From an optimization exercise on the open Yosys and OpenROAD flow, aimed at small area; shortcuts taken in it are not production practice. The RTL was checked by simulation tests, not by an equivalence proof against the original design. Power is estimated from default activity; no workload was simulated.

### config.mk
export PLATFORM = sky130hd
export DESIGN_NAME = kram_core
export DESIGN_NICKNAME = kram_core
export VERILOG_FILES = /design/flow/design.v
export SDC_FILE = /design/flow/constraint.sdc
export NUM_CORES = 4
export LEC_CHECK = 0
export CAP_MARGIN = 20
export CORE_MARGIN = 2
export CORE_UTILIZATION = 40
export PLACE_DENSITY = 0.6
export SLEW_MARGIN = 20
### design.v
module kram_core (
    input  wire        clk,
    input  wire        rst,
    input  wire        cmd_valid,
    input  wire [7:0]  cmd_op,
    input  wire [15:0] cmd_a,
    input  wire [15:0] cmd_b,
    output wire        busy,
    output wire [1:0]  result,
    output wire [7:0]  status,
    input  wire [3:0]  csr_addr,
    output reg  [31:0] csr_rdata,
    output reg         bmp_req,
    output wire [15:0] bmp_row,
    output wire [12:0] bmp_col,
    input  wire        bmp_ack,
    input  wire [7:0]  bmp_data,
    input  wire        bus_open_ok,
    output reg         breq,
    input  wire        bgnt,
    input  wire        berr,
    output reg         cs,
    output wire        sclk,
    output wire        sdo
);
    localparam [7:0] OP_INIT     = 8'h01;
    localparam [7:0] OP_ENCODE   = 8'h02;
    localparam [7:0] OP_TRANSMIT = 8'h04;
    localparam [7:0] OP_SHUTDOWN = 8'h05;
    localparam [1:0] R_OK   = 2'd0;
    localparam [1:0] R_GEOM = 2'd1;
    localparam [1:0] R_BUSU = 2'd2;
    localparam [1:0] R_TXF  = 2'd3;
    localparam [1:0] L_UNINIT = 2'd0;
    localparam [1:0] L_READY  = 2'd1;
    localparam [1:0] L_CLOSED = 2'd2;
    localparam [3:0]  BUSCFG   = 4'b1000;       
    localparam [31:0] SCLKHZ   = 32'd2000000;
    localparam [7:0]  BUS_WAIT = 8'd255;        
    localparam [3:0] S_IDLE  = 4'd0;
    localparam [3:0] S_CHECK = 4'd1;
    localparam [3:0] S_OPEN  = 4'd2;
    localparam [3:0] S_SETUP = 4'd3;
    localparam [3:0] S_CMDB  = 4'd4;
    localparam [3:0] S_FLIP  = 4'd5;
    localparam [3:0] S_ACQ   = 4'd6;
    localparam [3:0] S_CFG   = 4'd7;
    localparam [3:0] S_CSA   = 4'd8;
    localparam [3:0] S_LOAD  = 4'd9;
    localparam [3:0] S_FETCH = 4'd10;
    localparam [3:0] S_SHIFT = 4'd11;
    localparam [3:0] S_CSD   = 4'd12;
    localparam [3:0] S_REL   = 4'd13;
    localparam [3:0] S_CLOSE = 4'd14;
    localparam [3:0] S_DONE  = 4'd15;
    reg [3:0]  state;
    reg [1:0]  life;
    reg        pol;
    reg [1:0]  res;
    reg [1:0]  pres;         
    reg        own;
    reg [7:0]  op;
    reg [15:0] opa;
    reg [15:0] opb;
    reg [15:0] w;
    reg [15:0] h;
    reg [13:0] lb;
    reg [31:0] flen;
    reg [7:0]  cmd;
    reg [31:0] fo;           
    reg [15:0] row;          
    reg [13:0] rpos;         
    reg [7:0]  sr;           
    reg [2:0]  bitn;         
    reg [1:0]  ph;           
    reg [7:0]  wcnt;         
    assign busy    = (state != S_IDLE);
    assign result  = res;
    assign status  = {2'b00, own, cs, busy, pol, life};
    assign sclk    = (state == S_SHIFT) & ph[1];
    assign sdo     = (state == S_SHIFT) & sr[7];
    assign bmp_row = row;
    assign bmp_col = rpos[12:0] - 13'd2;
    wire        geom_ok  = (opa != 16'd0) && (opb != 16'd0) && (opa[2:0] == 3'd0);
    wire [13:0] lb_new   = opa[15:3] + {13'd0, |opa[2:0]};
    wire [31:0] flen_new = opb * ({2'b00, lb_new} + 16'd2) + 32'd3;
    wire [7:0] pix_byte = {bmp_data[0], bmp_data[1], bmp_data[2], bmp_data[3],
                         bmp_data[4], bmp_data[5], bmp_data[6], bmp_data[7]};
    wire last_bit  = (ph == 2'd3) && (bitn == 3'd7);
    wire in_record = (fo != 32'd0) && (fo < flen - 32'd2);
    always @(*) begin
        case (csr_addr)
            4'd0:    csr_rdata = {30'd0, life};
            4'd1:    csr_rdata = {24'd0, status};
            4'd2:    csr_rdata = {30'd0, res};
            4'd3:    csr_rdata = {16'd0, w};
            4'd4:    csr_rdata = {16'd0, h};
            4'd5:    csr_rdata = {18'd0, lb};
            4'd6:    csr_rdata = flen;
            4'd7:    csr_rdata = {28'd0, BUSCFG};
            4'd8:    csr_rdata = SCLKHZ;
            4'd9:    csr_rdata = {24'd0, BUS_WAIT};
            default: csr_rdata = 32'd0;
        endcase
    end
    always @(posedge clk) begin
        if (rst) begin
            state   <= S_IDLE;
            life    <= L_UNINIT;
            pol     <= 1'b0;
            res     <= R_OK;
            pres    <= R_OK;
            own     <= 1'b0;
            op      <= 8'd0;
            opa     <= 16'd0;
            opb     <= 16'd0;
            w       <= 16'd0;
            h       <= 16'd0;
            lb      <= 14'd0;
            flen    <= 32'd0;
            cmd     <= 8'd0;
            fo      <= 32'd0;
            row     <= 16'd0;
            rpos    <= 14'd0;
            sr      <= 8'd0;
            bitn    <= 3'd0;
            ph      <= 2'd0;
            wcnt    <= 8'd0;
            breq    <= 1'b0;
            cs      <= 1'b0;
            bmp_req <= 1'b0;
        end else begin
            case (state)
                S_IDLE: begin
                    if (cmd_valid) begin
                        op    <= cmd_op;
                        opa   <= cmd_a;
                        opb   <= cmd_b;
                        state <= S_CHECK;
                    end
                end
                S_CHECK: begin
                    case (op)
                        OP_INIT: begin
                            if (life == L_READY)
                                state <= S_IDLE;             
                            else if (!geom_ok) begin
                                pres  <= R_GEOM;
                                state <= S_DONE;
                            end else
                                state <= S_OPEN;
                        end
                        OP_ENCODE, OP_TRANSMIT: begin
                            if (life != L_READY)
                                state <= S_IDLE;             
                            else if (opa != w || opb != h) begin
                                pres  <= R_GEOM;
                                state <= S_DONE;
                            end else if (op == OP_ENCODE) begin
                                pres  <= R_OK;
                                state <= S_DONE;
                            end else
                                state <= S_CMDB;
                        end
                        OP_SHUTDOWN: begin
                            if (life != L_READY)
                                state <= S_IDLE;             
                            else
                                state <= S_CLOSE;
                        end
                        default: state <= S_IDLE;            
                    endcase
                end
                S_OPEN: begin
                    if (bus_open_ok)
                        state <= S_SETUP;
                    else begin
                        pres  <= R_BUSU;
                        state <= S_DONE;
                    end
                end
                S_SETUP: begin
                    w     <= opa;
                    h     <= opb;
                    lb    <= lb_new;
                    flen  <= flen_new;
                    pol   <= 1'b1;
                    life  <= L_READY;
                    pres  <= R_OK;
                    state <= S_DONE;
                end
                S_CMDB: begin
                    cmd   <= {6'd0, pol, 1'b1};
                    state <= S_FLIP;
                end
                S_FLIP: begin
                    pol   <= ~pol;
                    breq  <= 1'b1;
                    wcnt  <= 8'd0;
                    state <= S_ACQ;
                end
                S_ACQ: begin
                    if (bgnt) begin
                        own   <= 1'b1;
                        state <= S_CFG;
                    end else if (wcnt == BUS_WAIT) begin
                        breq  <= 1'b0;
                        pres  <= R_TXF;
                        state <= S_DONE;
                    end else
                        wcnt <= wcnt + 8'd1;
                end
                S_CFG: begin
                    state <= S_CSA;
                end
                S_CSA: begin
                    cs    <= 1'b1;
                    fo    <= 32'd0;
                    row   <= 16'd0;
                    rpos  <= 14'd0;
                    pres  <= R_OK;
                    state <= S_LOAD;
                end
                S_LOAD: begin
                    bitn <= 3'd0;
                    ph   <= 2'd0;
                    if (berr) begin
                        pres  <= R_TXF;
                        state <= S_CSD;
                    end else if (fo == 32'd0) begin
                        sr    <= cmd;
                        state <= S_SHIFT;
                    end else if (!in_record) begin
                        sr    <= 8'h00;                      
                        state <= S_SHIFT;
                    end else if (rpos == 14'd0) begin
                        sr    <= 8'h00;                      
                        state <= S_SHIFT;
                    end else if (rpos == 14'd1) begin
                        sr    <= row[7:0] + 8'd1;            
                        state <= S_SHIFT;
                    end else begin
                        bmp_req <= 1'b1;
                        state   <= S_FETCH;
                    end
                end
                S_FETCH: begin
                    if (berr) begin
                        bmp_req <= 1'b0;
                        pres    <= R_TXF;
                        state   <= S_CSD;
                    end else if (bmp_ack) begin
                        bmp_req <= 1'b0;
                        sr      <= pix_byte;
                        state   <= S_SHIFT;
                    end
                end
                S_SHIFT: begin
                    if (berr) begin
                        pres  <= R_TXF;
                        state <= S_CSD;
                    end else begin
                        ph <= ph + 2'd1;
                        if (ph == 2'd3) begin
                            sr   <= {sr[6:0], 1'b0};
                            bitn <= bitn + 3'd1;
                        end
                        if (last_bit) begin
                            fo <= fo + 32'd1;
                            if (in_record) begin
                                if (rpos == lb + 14'd1) begin
                                    rpos <= 14'd0;
                                    row  <= row + 16'd1;
                                end else
                                    rpos <= rpos + 14'd1;
                            end
                            if (fo == flen - 32'd1)
                                state <= S_CSD;
                            else
                                state <= S_LOAD;
                        end
                    end
                end
                S_CSD: begin
                    cs    <= 1'b0;
                    state <= S_REL;
                end
                S_REL: begin
                    own   <= 1'b0;
                    breq  <= 1'b0;
                    state <= S_DONE;
                end
                S_CLOSE: begin
                    cs    <= 1'b0;
                    own   <= 1'b0;
                    breq  <= 1'b0;
                    life  <= L_CLOSED;
                    pres  <= R_OK;
                    state <= S_DONE;
                end
                S_DONE: begin
                    res   <= pres;
                    state <= S_IDLE;
                end
                default: state <= S_IDLE;
            endcase
        end
    end
endmodule
### run.sh
#!/bin/bash
# synth_recipe.tcl (not shown) runs the flow's synth.tcl, then flattens the netlist and writes it again
# the make line also repeats each setting of config.mk as NAME=value (left out here)
make -C /OpenROAD-flow-scripts/flow DESIGN_CONFIG=/design/flow/config.mk WORK_HOME=/design/flow/orfs CLKGATE_MAP_FILE= SYNTH_SCRIPT=/design/flow/synth_recipe.tcl finish
### constraint.sdc
create_clock -name core_clock -period 10.0 [get_ports {clk}]
set_input_delay 2.0000 -clock core_clock [delete_from_list [all_inputs] [get_ports {clk}]]
set_output_delay 2.0000 -clock core_clock [all_outputs]
set_load 0.01 [all_outputs]
==> run notes <==
## metrics by stage
stage | setup slack, ns | area [sq um] | cells | hold WS (ns) | utilization, %
4_1_cts | 1.09 | 24500 | 3497 | 0.453 | 45.4
2_1_floorplan | 1.67 | 21900 | 2794 | 0.431 | -
3_5_place_dp | 1.09 | 23500 | 3452 | 0.444 | 43.6
5_1_grt | 0.470 | 24500 | 3497 | 0.491 | 45.4
3_3_place_gp | 1.26 | 23500 | 3452 | 0.440 | 43.6
6_report | 1.10 | 24500 | 3498 | 0.454 | 45.4
## worst min-delay path: cells and delay by family (launching register included)
family / cells / cell delay (ns)
AND/OR/NAND/NOR: 1 / 0.05
flip-flops: 1 / 0.31
AO/OA/AOI/OAI: 1 / 0.05
## cells in the mapped netlist, types with 12 or more instances
library cell and n:
nand2b_1 26, xor2_1 87, nor4_1 43, a211oi_1 27, nor2b_1 36, xnor2_1 135, inv_1 237, nand2_1 430
a21o_1 21, mux2i_1 22, nand3_1 50, nor3_1 57, nand4_1 55, and3_1 37, o21ai_0 80, ha_1 151
or3_1 19, dfxtp_1 218, a31oi_1 12, fa_1 183, clkbuf_1 170, a21oi_1 204, nor2_1 189, and2_1 89
## area by class of cell
| cell class | count | area (sq um) |
|---|---|---|
| Clock buffer | 31 | 698 |
| Timing Repair Buffer | 156 | 1500 |
| Inverter | 237 | 890 |
| Clock inverter | 14 | 230 |
| Antenna cell | 1 | 2.50 |
| Tap cell | 696 | 871 |
| Multi-Input combinational cell | 2145 | 15900 |
| Fill cell | 5353 | 29500 |
| Sequential cell | 218 | 4360 |
## state kept, by name, summed over array words and instances (netlist names), 2 cells and up
name,flops
bitn,3
wcnt,8
lb,14
flen,32
fo,32
row,16
h,16
w,16
op,8
pres,2
life,2
res,2
opa,16
rpos,14
state,4
sr,8
ph,2
cmd,2
opb,16
## routing by layer
layer,GRT usage [%],wire [microns],vias to the layer above
met5,0,26,-
met3,3.23,3940,92
met4,5.49,1530,4
met2,36.4,29200,614
li1,-,-,9220
met1,32.8,30800,9461
## how the worst max path moves through the flow
stage,from,endpoint,slack (ns)
3_5_place_dp,opa[0],flen[31],1.09
2_1_floorplan,opa[0],flen[31],1.67
3_3_place_gp,opa[0],flen[31],1.26
5_1_grt,opa[0],flen[31],0.47
6_report,opa[0],flen[31],1.10
4_1_cts,opa[0],flen[31],1.09
## power breakdown
| group | internal (mW) | total (mW) | switching (mW) |
|---|---|---|---|
| Clock | 0.630 | 1.03 | 0.403 |
| Sequential | 0.950 | 1.21 | 0.261 |
| Combinational | 0.985 | 2.43 | 1.45 |
## logic make-up after synthesis
logic type | count (synthesis) | share of synthesized area, %
fa+ha+maj | 334 | 25.4
buf+inv | 431 | 7.57
mux | 27 | 1.27
compound gates | 448 | 12.6
other cells | 2 | 0.0344
xor+xnor | 222 | 8.90
simple gates | 1095 | 24.3
flops | 218 | 20.0
==> key figures <==
Final layout
  – Area delta synth->final: 12.0%
  – Commonest cells after routing, fill and taps aside: nand2_1, inv_1, dfxtp_1
  – Layout cell share with drive strength beyond 1: 3.57%
  – Most common cell after layout, fill and taps aside: nand2_1
  – Fin nets: 3176

Clock tree
  – H-tree depth: 1
  – Clock Path Buffers: 3
  – Cts hold-fix bufs: 0
  – Sink Count: 218
  – Clock slew at reported path FFs: 0.06 ns
  – Later-pin clock latency in the skew report: 0.56 ns
  – CTS tree: done
  – CTS buffer count: 25
  – Post-CTS setup buffer count: 0
  – Clock root cell: clkbuf_16
  – Resized cells post-CTS: 0

Synthesis
  – FF+latch count, synth: 218
  – Top cell type's share of synthesized area: 20.0%
  – Sequential area share after synthesis: 20.0%
  – Syn Area/Cell: 7.87 sq um
  – Synth area leaders: dfxtp_1, fa_1, ha_1
  – Cell taking the most area after synthesis: dfxtp_1
  – Mapped cell area: 21800 sq um
  – Unique cell type count in the Yosys netlist: 79
  – Cells after Synth: 2777
  – Synth Flop Type: dfxtp_1
  – Synth async-reset ratio: 0%
  – Synth warn: 1
  – EDFF count, synth: 0

Timing
  – Worst Tran Pin Value: 1.05 ns
  – Highest clock rate: 112 MHz
  – Pins Over Slew Limit: 0
  – Final min period: 8.90 ns
  – Clock Skews: 0.0224 ns
  – Unrepaired setup endpoints after global routing: false
  – Hold Vio Cnt, Final: 0
  – Crit share post-route: 89.0%
  – Total negative setup slack: 0 ns
  – Final setup fails: 0
  – Slew Limit Headroom: 29.7%

Flow run
  – Max-cap viol count: 0

Placement
  – GPL Wtd Cong: 0.932
  – Post-DP HPWL: 50.4 mm
  – Port buffer count: 133

Setup path
  – WP data required: 10.40 ns
  – R2r worst-path depth: 32
  – CP Buf/Inv Count: 5
  – Critical Path Start Type: flip-flop
  – Reg2reg start: opa[0]
  – Critical path fanouts, max: 16
  – Crit. End Element: flip-flop
  – Most used cell, CP: fa_1
  – Flop-to-flop setup slack: 1.10 ns
  – Crit Path Category: reg -> reg
  – Max incr delay on CP: 0.54 ns
  – Capturing point of the worst reg2reg path: flen[31]
  – Critical path depth: 32
  – CP delay by family, top: adder cells
  – Critical path arrival: 9.29 ns
  – CP max stage cell: fa_1

Power
  – Leak Pwr: 10.3 nW
  – Total power after layout: 4.68 mW
  – Total power per unit cell area: 191 nW/um^2
  – Max VDD drop: 0.000200 V

Routing
  – DRC: 0
  – Routed vias/inst: 5.54
  – Via count: 19391
  – Total Routed Length: 65.5 mm
  – Wire per inst: 18.7 microns
  – TritonRoute pass-1 iters: 5
  – Routed Antenna Nets: 0
  – Initial DRC Count: 1342

GRT
  – Global-route usage over all layers: 22.9%
  – Largest net degree at the start of global routing: 97
  – Vias in the first global route: 18831
  – Initial antenna violation count: 2
  – First-pass GRT wire length: 104 mm
  – Grt ovf: 0

Floorplan
  – IO Pins: 136
  – Chip height: 238 microns
  – Die area: 56500 sq um
  – Rows: 85
  – Initial Utilization: 40.5%
  – Die width: 238 microns
  – Core Footprint: 53900 sq um

Run status
  – Status: no timing/DRC/antenna violations

Hold path
  – Worst min-delay path startpoint: op[6]
  – HP Class: reg -> reg
  – Hold depth: 2
  – Hold worst-path end: op[6]

afterwards: timing with drivers on the ports:
No port has a modelled driver above. Below, the same layout with a new extraction and two added sets of constraints. Step 1 assumes that a clkbuf_16 drives the clock port and a buf_2 every other input. Step 2 moves the port delays by t, midway between the first and last clock arrival at a register: inputs arrive t later, outputs are due t later. That takes back most of the time a late clock gives input paths. Slacks: ideal ports / drivers / drivers and shift; pairs: ideal ports / drivers.
t, ns: 0.609
setup WS [ns]: 1.103 / 1.103 / 1.103
worst setup path after step 2: register to register
latest minus earliest clock arrival (ns): 0.022 / 0.022
slew at the worst register clock pin (ns): 0.07 / 0.07
After both steps this run still meets setup and hold. The setup slack of this run moves by 0.000 ns with the drivers and by 0.000 ns with both steps.
